Context: an optimization exercise on an open-source flow, tuned for small area, a short achievable clock period and few clock cycles per item. The choices shown serve that exercise and are no tape-out recipe.
At most, simulation tests tie the RTL to the original design; equivalence was not proved.
Power and IR drop assume default switching activity.

Setup of v25:
==> module sscore_dec, before the edit <==
module sscore_dec (
    input             clk,
    input             rst,         
    input             start,
    input      [47:0] in_len,
    output            idle,
    output            done,
    output     [2:0]  err,
    input             in_valid,
    output            in_ready,
    input      [20:0] in_cp,
    output            out_valid,
    input             out_ready,
    output      [7:0] out_data
);
    localparam [2:0] E_NONE      = 3'd0,
                     E_HEADER    = 3'd1,    
                     E_RANGE     = 3'd2,    
                     E_LENGTH    = 3'd3,    
                     E_BODY      = 3'd5;    
    reg         idle_r;      
    reg         done_r;      
    reg  [2:0]  err_r;
    localparam LW = 7, UW = 41;
    reg  [5:0]    ph;        
    reg  [LW-1:0] rlo;       
    reg  [UW-1:0] rup;       
    reg           rpend;     
    reg           rbr;       
    reg  [2:0]    st;        
    reg  [LW-1:0] hlo;       
    reg  [UW-1:0] hup;       
    reg           hpend;     
    reg           hpass;     
    reg           hbr;       
    reg           uf;        
    reg         oor;         
    reg         mb;          
    reg         rdy_o;       
    reg         busy;        
    reg         kpat;        
    reg  [10:0] rcnt;        
    reg  [7:0]  q;           
    reg         ovalid;
    reg  [7:0]  obyte;
    reg         zfe;         
    assign idle      = idle_r;
    assign done      = done_r;
    assign err       = err_r;
    assign in_ready  = rdy_o;
    assign out_valid = ovalid;
    assign out_data  = obyte;
    wire        rdy     = !busy;
    wire        push    = in_valid && rdy;
    wire        oa      = !ovalid || out_ready;      
    wire        take    = ovalid && out_ready;       
    wire [11:0] sym     = in_cp[11:0];
    wire        inrange = (in_cp[20:12] == 9'h00E);    
    wire [1:0]  pst     = st[1:0];
    wire        body    = push && st[2];
    wire        head    = (pst == 2'd0);
    wire        t_lit   = body && head && (sym[11:10] == 2'b00);
    wire        t_zf    = body && head && (sym[11] ^ sym[10]);
    wire        t_pat   = body && head && (sym[11:10] == 2'b11);
    wire        t_a     = body && (pst == 2'd1);
    wire        t_b     = body && (pst == 2'd2);
    wire        bad     = body && (head ? (sym[11:8] == 4'b0001 || sym[11:9] == 3'b001)
                                        : (sym[11:8] != 4'b0000));
    wire        rc_zero = (rcnt == 11'd0);
    wire        zf_nz   = (sym[9:0] != 10'd0);
    wire        x_emit  = !rdy && oa;
    wire [7:0]  h_byte  = (sym[11] ^ sym[10]) ? {8{sym[11]}} : sym[7:0];
    wire [10:0] dec_out = rcnt - 11'd1;
    wire        dec_z   = (rcnt[10:2] == 9'd0) &&
                          (rcnt[1:0] == ((!kpat && zfe) ? 2'd2 : 2'd1));
    wire        len_one = (sym[9:0] == 10'd1);
    wire        ph0     = (ph == 6'd0);
    wire        phl     = (ph == UW - 1);
    wire [LW-1:0] rlo_t, hlo_t;
    genvar gi;
    generate
        for (gi = 0; gi < LW; gi = gi + 1) begin : g_borrow
            if (gi == 0) begin : g0
                assign rlo_t[gi] = push;
                assign hlo_t[gi] = take;
            end else begin : gn
                assign rlo_t[gi] = push && (rlo[gi-1:0] == {gi{1'b0}});
                assign hlo_t[gi] = take && (hlo[gi-1:0] == {gi{1'b0}});
            end
        end
    endgenerate
    wire        rlo_z   = (rlo == {LW{1'b0}});
    wire        hlo_z   = (hlo == {LW{1'b0}});
    wire        rup_z   = (rup == {UW{1'b0}});
    wire        hup_z   = (hup == {UW{1'b0}});
    wire        rbc     = ph0 ? rpend : rbr;       
    wire        hrot    = ph0 ? hpend : hpass;     
    wire        hbc     = ph0 ? hpend : hbr;       
    wire        rem_z   = rup_z && rlo_z;
    wire        hsh     = push && !st[2];
    wire [47:0] hshift  = {hup[35-LW:0], hlo, sym};
    wire        fin     = !idle_r && !done_r && rem_z && rdy && oa;
    wire        e_head  = t_lit || (t_zf && zf_nz);
    wire        e_pat   = (t_a || t_b) && !rc_zero;
    wire        emit    = oa && (x_emit || e_head || e_pat);
    reg         rdy_n;
    always @(*) begin
        rdy_n = rdy;
        if (x_emit && (dec_z || pst == 2'd2)) rdy_n = 1'b1;
        if (t_a && !rc_zero && !oa) rdy_n = 1'b0;
        if (t_lit && !oa) rdy_n = 1'b0;
        if (t_zf && zf_nz) rdy_n = oa && len_one;
        if (t_b && !rc_zero) rdy_n = oa && dec_z;
    end
    always @(posedge clk) begin
        if (rst) begin
            idle_r <= 1'b1;
            done_r <= 1'b0;
            rdy_o  <= 1'b1;
            busy   <= 1'b0;
            ovalid <= 1'b0;
        end else begin
            idle_r <= idle_r ? !start : done_r;
            done_r <= fin;
            rdy_o  <= rdy_n;
            busy   <= !rdy_n;
            ovalid <= emit || (ovalid && !out_ready);
        end
    end
    always @(posedge clk) begin
        err_r <= oor                                           ? E_RANGE  :
                 !st[2]                                        ? E_HEADER :
                 (mb || !head)                                 ? E_BODY   :
                 (uf || !hup_z || hpend || hpass ||
                  (hlo != {{(LW-1){1'b0}}, ovalid})) ? E_LENGTH :
                                                                 E_NONE;
        if (oa)
            obyte <= rdy ? h_byte : q;
        if ((pst != 2'd2) ? (rdy || (oa && kpat)) : (rdy && push && !oa))
            q <= rdy ? h_byte : obyte;
        if (rdy && head) begin
            kpat <= !(sym[11] ^ sym[10]);
            zfe  <= oa;
        end
        if (!rdy) begin
            if (oa) rcnt <= dec_out;
        end else if (head) begin
            rcnt <= (sym[11:10] == 2'b11) ? {sym[9:0], 1'b0} :
                    (sym[11:10] == 2'b00) ? 11'd1 :
                                            {1'b0, sym[9:0]};
        end else if ((t_a || t_b) && !rc_zero && oa) begin
            rcnt <= dec_out;
        end
        if (idle_r || rst) begin
            mb  <= 1'b0;
            oor <= 1'b0;
        end else begin
            if (push && !inrange) oor <= 1'b1;
            if (bad) mb <= 1'b1;
            if (t_pat) st[1:0] <= 2'd1;
            if (t_a) st[1:0] <= 2'd2;
            if (t_b) st[1:0] <= 2'd0;
        end
        if (idle_r || rst) begin
            st    <= 3'd0;
            uf    <= 1'b0;
            hpend <= 1'b0;
            hpass <= 1'b0;
        end else begin
            if (hsh) st <= st + 3'd1;
            if (take && hlo_z && hup_z) uf <= 1'b1;
            hpend <= (hpend && !ph0) || (take && hlo_z);
            hpass <= hrot && !phl;
        end
        hlo <= hsh ? hshift[LW-1:0] : (hlo ^ hlo_t);
        if (hsh) hup <= hshift[47:LW];
        else if (hrot) hup <= {hup[0] ^ hbc, hup[UW-1:1]};
        hbr <= hbc && !hup[0];
        ph    <= (idle_r || phl) ? 6'd0 : ph + 6'd1;
        rlo   <= idle_r ? in_len[LW-1:0] : (rlo ^ rlo_t);
        rup   <= idle_r ? in_len[47:LW] : {rup[0] ^ rbc, rup[UW-1:1]};
        rbr   <= rbc && !rup[0];
        rpend <= !idle_r && ((rpend && !ph0) || (push && rlo_z));
    end
endmodule
Settings: LEC_CHECK=0, CAP_MARGIN=20, CORE_MARGIN=2, CORE_UTILIZATION=40, SLEW_MARGIN=20; clock period 8.0 ns.
standard.sh (not shown) runs the stock make flow with config.mk's settings and CLKGATE_MAP_FILE= SYNTH_SCRIPT=/design/flow/synth_recipe.tcl, a recipe that flattens the netlist after the stock synthesis.
==> flow/flow/run.sh <==
#!/bin/bash
# Own flow: the standard layout, with the port buffers made from the
# smallest buffer cell, a clock tree of clkbuf_8 without dummy loads, and
# timing repair aiming for more setup slack than the 8 ns clock needs.
set -o pipefail
export BUFFER_PORTS_ARGS="-buffer_cell sky130_fd_sc_hd__buf_1"
export CTS_ARGS="-sink_clustering_enable -repair_clock_nets -dont_use_dummy_load -buf_list {sky130_fd_sc_hd__clkbuf_4 sky130_fd_sc_hd__clkbuf_8}"
export SETUP_SLACK_MARGIN=5.4
bash standard.sh > standard.log 2>&1
Testbench counts of v25, summed over its fixed seeds: cycles 65,160, bytes 62,998.
The inputs of v15 differ from those of v25 as listed below.
--- a/flow/design.v
+++ b/flow/design.v
@@ -18,13 +18,13 @@
                      E_RANGE     = 3'd2,    
                      E_LENGTH    = 3'd3,    
                      E_BODY      = 3'd5;    
     reg         idle_r;      
     reg         done_r;      
     reg  [2:0]  err_r;
-    localparam LW = 7, UW = 41;
+    localparam LW = 8, UW = 40;
     reg  [5:0]    ph;        
     reg  [LW-1:0] rlo;       
     reg  [UW-1:0] rup;       
     reg           rpend;     
     reg           rbr;       
     reg  [2:0]    st;        
@@ -64,12 +64,13 @@
     wire        t_pat   = body && head && (sym[11:10] == 2'b11);
     wire        t_a     = body && (pst == 2'd1);
     wire        t_b     = body && (pst == 2'd2);
     wire        bad     = body && (head ? (sym[11:8] == 4'b0001 || sym[11:9] == 3'b001)
                                         : (sym[11:8] != 4'b0000));
     wire        rc_zero = (rcnt == 11'd0);
+    wire        rc_odd  = rcnt[0];
     wire        zf_nz   = (sym[9:0] != 10'd0);
     wire        x_emit  = !rdy && oa;
     wire [7:0]  h_byte  = (sym[11] ^ sym[10]) ? {8{sym[11]}} : sym[7:0];
     wire [10:0] dec_out = rcnt - 11'd1;
     wire        dec_z   = (rcnt[10:2] == 9'd0) &&
                           (rcnt[1:0] == ((!kpat && zfe) ? 2'd2 : 2'd1));
@@ -148,23 +149,23 @@
             rcnt <= (sym[11:10] == 2'b11) ? {sym[9:0], 1'b0} :
                     (sym[11:10] == 2'b00) ? 11'd1 :
                                             {1'b0, sym[9:0]};
         end else if ((t_a || t_b) && !rc_zero && oa) begin
             rcnt <= dec_out;
         end
-        if (idle_r || rst) begin
+        if (idle_r) begin
             mb  <= 1'b0;
             oor <= 1'b0;
         end else begin
             if (push && !inrange) oor <= 1'b1;
             if (bad) mb <= 1'b1;
             if (t_pat) st[1:0] <= 2'd1;
             if (t_a) st[1:0] <= 2'd2;
             if (t_b) st[1:0] <= 2'd0;
         end
-        if (idle_r || rst) begin
+        if (idle_r) begin
             st    <= 3'd0;
             uf    <= 1'b0;
             hpend <= 1'b0;
             hpass <= 1'b0;
         end else begin
             if (hsh) st <= st + 3'd1;
Changes observed in v15 relative to v25: multiplexer share of the synthesized area neither gained nor lost much, pin count of the biggest net entering global routing climbed 16%. [compare] base=v25 new=v15: switching power +0.000030 W; final area ~0 delta; number of vias per cell after detailed routing +1.7%. Combinational group share of total power in v15 vs v25: up 1.3 points. Relative to v25, v15 improves first-pass GRT wire length. As of v15, total power had risen by a few percent compared to v25. Of the two values seen for standard cell with the maximum stage delay on the critical path, edfxtp_1 was produced by v25 and or4_4 by v15. Run comparison: v15 start point of the critical path in_cp[8]; v25 start point of the critical path obyte[1].
Only the layout flow was run in v15; the RTL was not checked for function there.

Another version of the RTL of sscore_dec (not shown whole).
Size in the first run: about 610 cells after synthesis, roughly 89 I/O pins, roughly 6700 um^2 of cells after synthesis.
==> module sscore_dec, before the edit <==
module sscore_dec (
    input             clk,
    input             rst,         
    input             start,
    input      [47:0] in_len,
    output            idle,
    output            done,
    output     [2:0]  err,
    input             in_valid,
    output            in_ready,
    input      [20:0] in_cp,
    output            out_valid,
    input             out_ready,
    output      [7:0] out_data
);
    localparam [2:0] E_NONE      = 3'd0,
                     E_HEADER    = 3'd1,    
                     E_RANGE     = 3'd2,    
                     E_LENGTH    = 3'd3,    
                     E_BODY      = 3'd5;    
    reg         idle_r;      
    reg         done_r;      
    reg  [2:0]  err_r;
    localparam LW = 12, UW = 36;
    reg  [5:0]    ph;        
    reg  [LW-1:0] rlo;       
    reg  [UW-1:0] rup;       
    reg           rpend;     
    reg           rbr;       
    reg  [2:0]    st;        
    reg  [LW-1:0] hlo;       
    reg  [UW-1:0] hup;       
    reg           hpend;     
    reg           hpass;     
    reg           hbr;       
    reg           hsh_d;     
    reg           uf;        
    reg         oor;         
    reg         mb;          
    reg         rdy_o;       
    reg         busy;        
    reg         kpat;        
    reg  [10:0] rcnt;        
    reg  [7:0]  q;           
    reg         ovalid;
    reg  [7:0]  obyte;
    reg         zfe;         
    assign idle      = idle_r;
    assign done      = done_r;
    assign err       = err_r;
    assign in_ready  = rdy_o;
    assign out_valid = ovalid;
    assign out_data  = obyte;
    wire        rdy     = !busy;
    wire        push    = in_valid && rdy;
    wire        oa      = !ovalid || out_ready;      
    wire        take    = ovalid && out_ready;       
    wire [11:0] sym     = in_cp[11:0];
    wire        inrange = (in_cp[20:12] == 9'h00E);    
    wire [1:0]  pst     = st[1:0];
    wire        body    = push && st[2];
    wire        head    = (pst == 2'd0);
    wire        t_lit   = body && head && (sym[11:10] == 2'b00);
    wire        t_zf    = body && head && (sym[11] ^ sym[10]);
    wire        t_pat   = body && head && (sym[11:10] == 2'b11);
    wire        t_a     = body && (pst == 2'd1);
    wire        t_b     = body && (pst == 2'd2);
    wire        bad     = body && (head ? (sym[11:8] == 4'b0001 || sym[11:9] == 3'b001)
                                        : (sym[11:8] != 4'b0000));
    wire        rc_zero = (rcnt == 11'd0);
    wire        rc_odd  = rcnt[0];
    wire        zf_nz   = (sym[9:0] != 10'd0);
    wire        x_emit  = !rdy && oa;
    wire [7:0]  h_byte  = (sym[11] ^ sym[10]) ? {8{sym[11]}} : sym[7:0];
    wire [10:0] dec_out = rcnt - 11'd1;
    wire        dec_z   = (rcnt[10:2] == 9'd0) &&
                          (rcnt[1:0] == ((!kpat && zfe) ? 2'd2 : 2'd1));
    wire        len_one = (sym[9:0] == 10'd1);
    wire        ph0     = (ph == 6'd0);
    wire        phl     = (ph == UW - 1);
    wire [LW-1:0] rlo_t, hlo_t;
    genvar gi;
    generate
        for (gi = 0; gi < LW; gi = gi + 1) begin : g_borrow
            if (gi == 0) begin : g0
                assign rlo_t[gi] = push;
                assign hlo_t[gi] = take;
            end else begin : gn
                assign rlo_t[gi] = push && (rlo[gi-1:0] == {gi{1'b0}});
                assign hlo_t[gi] = take && (hlo[gi-1:0] == {gi{1'b0}});
            end
        end
    endgenerate
    wire        rlo_z   = (rlo == {LW{1'b0}});
    wire        hlo_z   = (hlo == {LW{1'b0}});
    wire        rup_z   = (rup == {UW{1'b0}});
    wire        hup_z   = (hup == {UW{1'b0}});
    wire        rbc     = ph0 ? rpend : rbr;       
    wire        hrot    = ph0 ? hpend : hpass;     
    wire        hbc     = ph0 ? hpend : hbr;       
    wire        rem_z   = rup_z && rlo_z;
    wire        hsh     = push && !st[2];
    wire        fin     = !idle_r && !done_r && rem_z && rdy && oa;
    wire        e_head  = t_lit || (t_zf && zf_nz);
    wire        e_pat   = (t_a || t_b) && !rc_zero;
    wire        emit    = oa && (x_emit || e_head || e_pat);
    reg         rdy_n;
    always @(*) begin
        rdy_n = rdy;
        if (x_emit && (dec_z || pst == 2'd2)) rdy_n = 1'b1;
        if (t_a && !rc_zero && !oa) rdy_n = 1'b0;
        if (t_lit && !oa) rdy_n = 1'b0;
        if (t_zf && zf_nz) rdy_n = oa && len_one;
        if (t_b && !rc_zero) rdy_n = oa && dec_z;
    end
    always @(posedge clk) begin
        if (rst) begin
            idle_r <= 1'b1;
            done_r <= 1'b0;
            rdy_o  <= 1'b1;
            busy   <= 1'b0;
            ovalid <= 1'b0;
        end else begin
            idle_r <= idle_r ? !start : done_r;
            done_r <= fin;
            rdy_o  <= rdy_n;
            busy   <= !rdy_n;
            ovalid <= emit || (ovalid && !out_ready);
        end
    end
    always @(posedge clk) begin
        err_r <= oor                                           ? E_RANGE  :
                 !st[2]                                        ? E_HEADER :
                 (mb || !head)                                 ? E_BODY   :
                 (uf || !hup_z || hpend || hpass ||
                  (hlo != {{(LW-1){1'b0}}, ovalid})) ? E_LENGTH :
                                                                 E_NONE;
        if (oa)
            obyte <= rdy ? h_byte : q;
        if ((pst != 2'd2) ? (rdy || (oa && kpat)) : (rdy && push && !oa))
            q <= rdy ? h_byte : obyte;
        if (rdy && head) begin
            kpat <= !(sym[11] ^ sym[10]);
            zfe  <= oa;
        end
        if (!rdy) begin
            if (oa) rcnt <= dec_out;
        end else if (head) begin
            rcnt <= (sym[11:10] == 2'b11) ? {sym[9:0], 1'b0} :
                    (sym[11:10] == 2'b00) ? 11'd1 :
                                            {1'b0, sym[9:0]};
        end else if ((t_a || t_b) && !rc_zero && oa) begin
            rcnt <= dec_out;
        end
        if (idle_r) begin
            mb  <= 1'b0;
            oor <= 1'b0;
        end else begin
            if (push && !inrange) oor <= 1'b1;
            if (bad) mb <= 1'b1;
            if (t_pat) st[1:0] <= 2'd1;
            if (t_a) st[1:0] <= 2'd2;
            if (t_b) st[1:0] <= 2'd0;
        end
        if (idle_r) begin
            st    <= 3'd0;
            uf    <= 1'b0;
            hpend <= 1'b0;
            hpass <= 1'b0;
        end else begin
            if (hsh) st <= st + 3'd1;
            if (take && hlo_z && hup_z) uf <= 1'b1;
            hpend <= (hpend && !ph0) || (take && hlo_z);
            hpass <= hrot && !phl;
        end
        hsh_d <= hsh && (st[1:0] != 2'd3) && !idle_r;
        hlo <= hsh ? sym : (hlo ^ hlo_t);
        if (hsh_d) hup <= {hup[UW-13:0], hlo};
        else if (hrot) hup <= {hup[0] ^ hbc, hup[UW-1:1]};
        hbr <= hbc && !hup[0];
        ph    <= (idle_r || phl) ? 6'd0 : ph + 6'd1;
        rlo   <= idle_r ? in_len[LW-1:0] : (rlo ^ rlo_t);
        rup   <= idle_r ? in_len[47:LW] : {rup[0] ^ rbc, rup[UW-1:1]};
        rbr   <= rbc && !rup[0];
        rpend <= !idle_r && ((rpend && !ph0) || (push && rlo_z));
    end
endmodule
Settings: LEC_CHECK=0, CAP_MARGIN=20, CORE_MARGIN=2, CORE_UTILIZATION=40, SLEW_MARGIN=20; clock period 8.0 ns.
Scripts as last shown in full above: flow/flow/run.sh
==> next run, changes <==
--- a/flow/design.v
+++ b/flow/design.v
@@ -40,6 +40,7 @@
     reg         rdy_o;       
     reg         busy;        
     reg         kpat;        
+    reg         kff;         
     reg  [10:0] rcnt;        
     reg  [7:0]  q;           
     reg         ovalid;
@@ -71,7 +72,7 @@
     wire        rc_odd  = rcnt[0];
     wire        zf_nz   = (sym[9:0] != 10'd0);
     wire        x_emit  = !rdy && oa;
-    wire [7:0]  h_byte  = (sym[11] ^ sym[10]) ? {8{sym[11]}} : sym[7:0];
+    wire [7:0]  x_byte  = kpat ? q : {8{kff}};
     wire [10:0] dec_out = rcnt - 11'd1;
     wire        dec_z   = (rcnt[10:2] == 9'd0) &&
                           (rcnt[1:0] == ((!kpat && zfe) ? 2'd2 : 2'd1));
@@ -136,11 +137,14 @@
                   (hlo != {{(LW-1){1'b0}}, ovalid})) ? E_LENGTH :
                                                                  E_NONE;
         if (oa)
-            obyte <= rdy ? h_byte : q;
-        if ((pst != 2'd2) ? (rdy || (oa && kpat)) : (rdy && push && !oa))
-            q <= rdy ? h_byte : obyte;
+            obyte <= !rdy             ? x_byte :
+                     (sym[11] ^ sym[10]) ? {8{sym[11]}} :
+                                        sym[7:0];
+        if ((pst != 2'd2) ? (rdy || oa) : (rdy && push && !oa))
+            q <= rdy ? sym[7:0] : obyte;
         if (rdy && head) begin
             kpat <= !(sym[11] ^ sym[10]);
+            kff  <= sym[11];
             zfe  <= oa;
         end
         if (!rdy) begin
The new run finished clean.
Hold slack loses 0.010 ns.
Power drops by 2.7%.
First-iteration DRC count came out higher by 0.98%.
Setup slack gains 0.019 ns.
Combinational power drops by 16%.
Die area rises by 1.1%.
Synthesized cell count hardly moves.
Utilization fell by 1.2 points.
Non-clock buffer count fell by 10.
Count of clock-buffer cells in the layout does not change.
Final area came out lower by 2.1%.
Via count fell by 0.98%.
Synthesized area rises by 1.1%.
Wire length decreases by 4.0%.
No run of this note included a check of the RTL's function; only the layout flow was run.

[port drivers added, routing unchanged]
How much do the figures lean on ideal ports? The routed layouts below were timed once more, with nothing changed but the port constraints. Step 1 (the two cells are an assumption about what drives the block):
set clk [get_ports {clk}]
set_driving_cell -lib_cell sky130_fd_sc_hd__clkbuf_16 $clk
set_driving_cell -lib_cell sky130_fd_sc_hd__buf_2 [delete_from_list [all_inputs] $clk]
Step 2, shift: input delay + t, output delay - t, t = (earliest + latest rising clock arrival at the registers) / 2. This alone moves slack from input paths to output paths. a / b / c = ideal ports / drivers / drivers and shift; a / b = the first two.
run	t, ns	setup slack, ns	worst setup path at the end	worst slew at a driven data input, ns
v25	0.466	5.408 / 5.370 / 4.958	input to register	0.06
v15	0.470	5.408 / 5.369 / 4.914	input to register	0.07
the first run of note 2	0.474	5.373 / 5.349 / 4.876	input to register	0.07
the second run of note 2	0.462	5.392 / 5.373 / 4.939	input to register	0.05
After both steps every run listed still meets setup and hold. For the first run of note 2, which loses most, drivers alone change the setup slack by -0.024 ns; drivers and shift together by -0.497 ns.
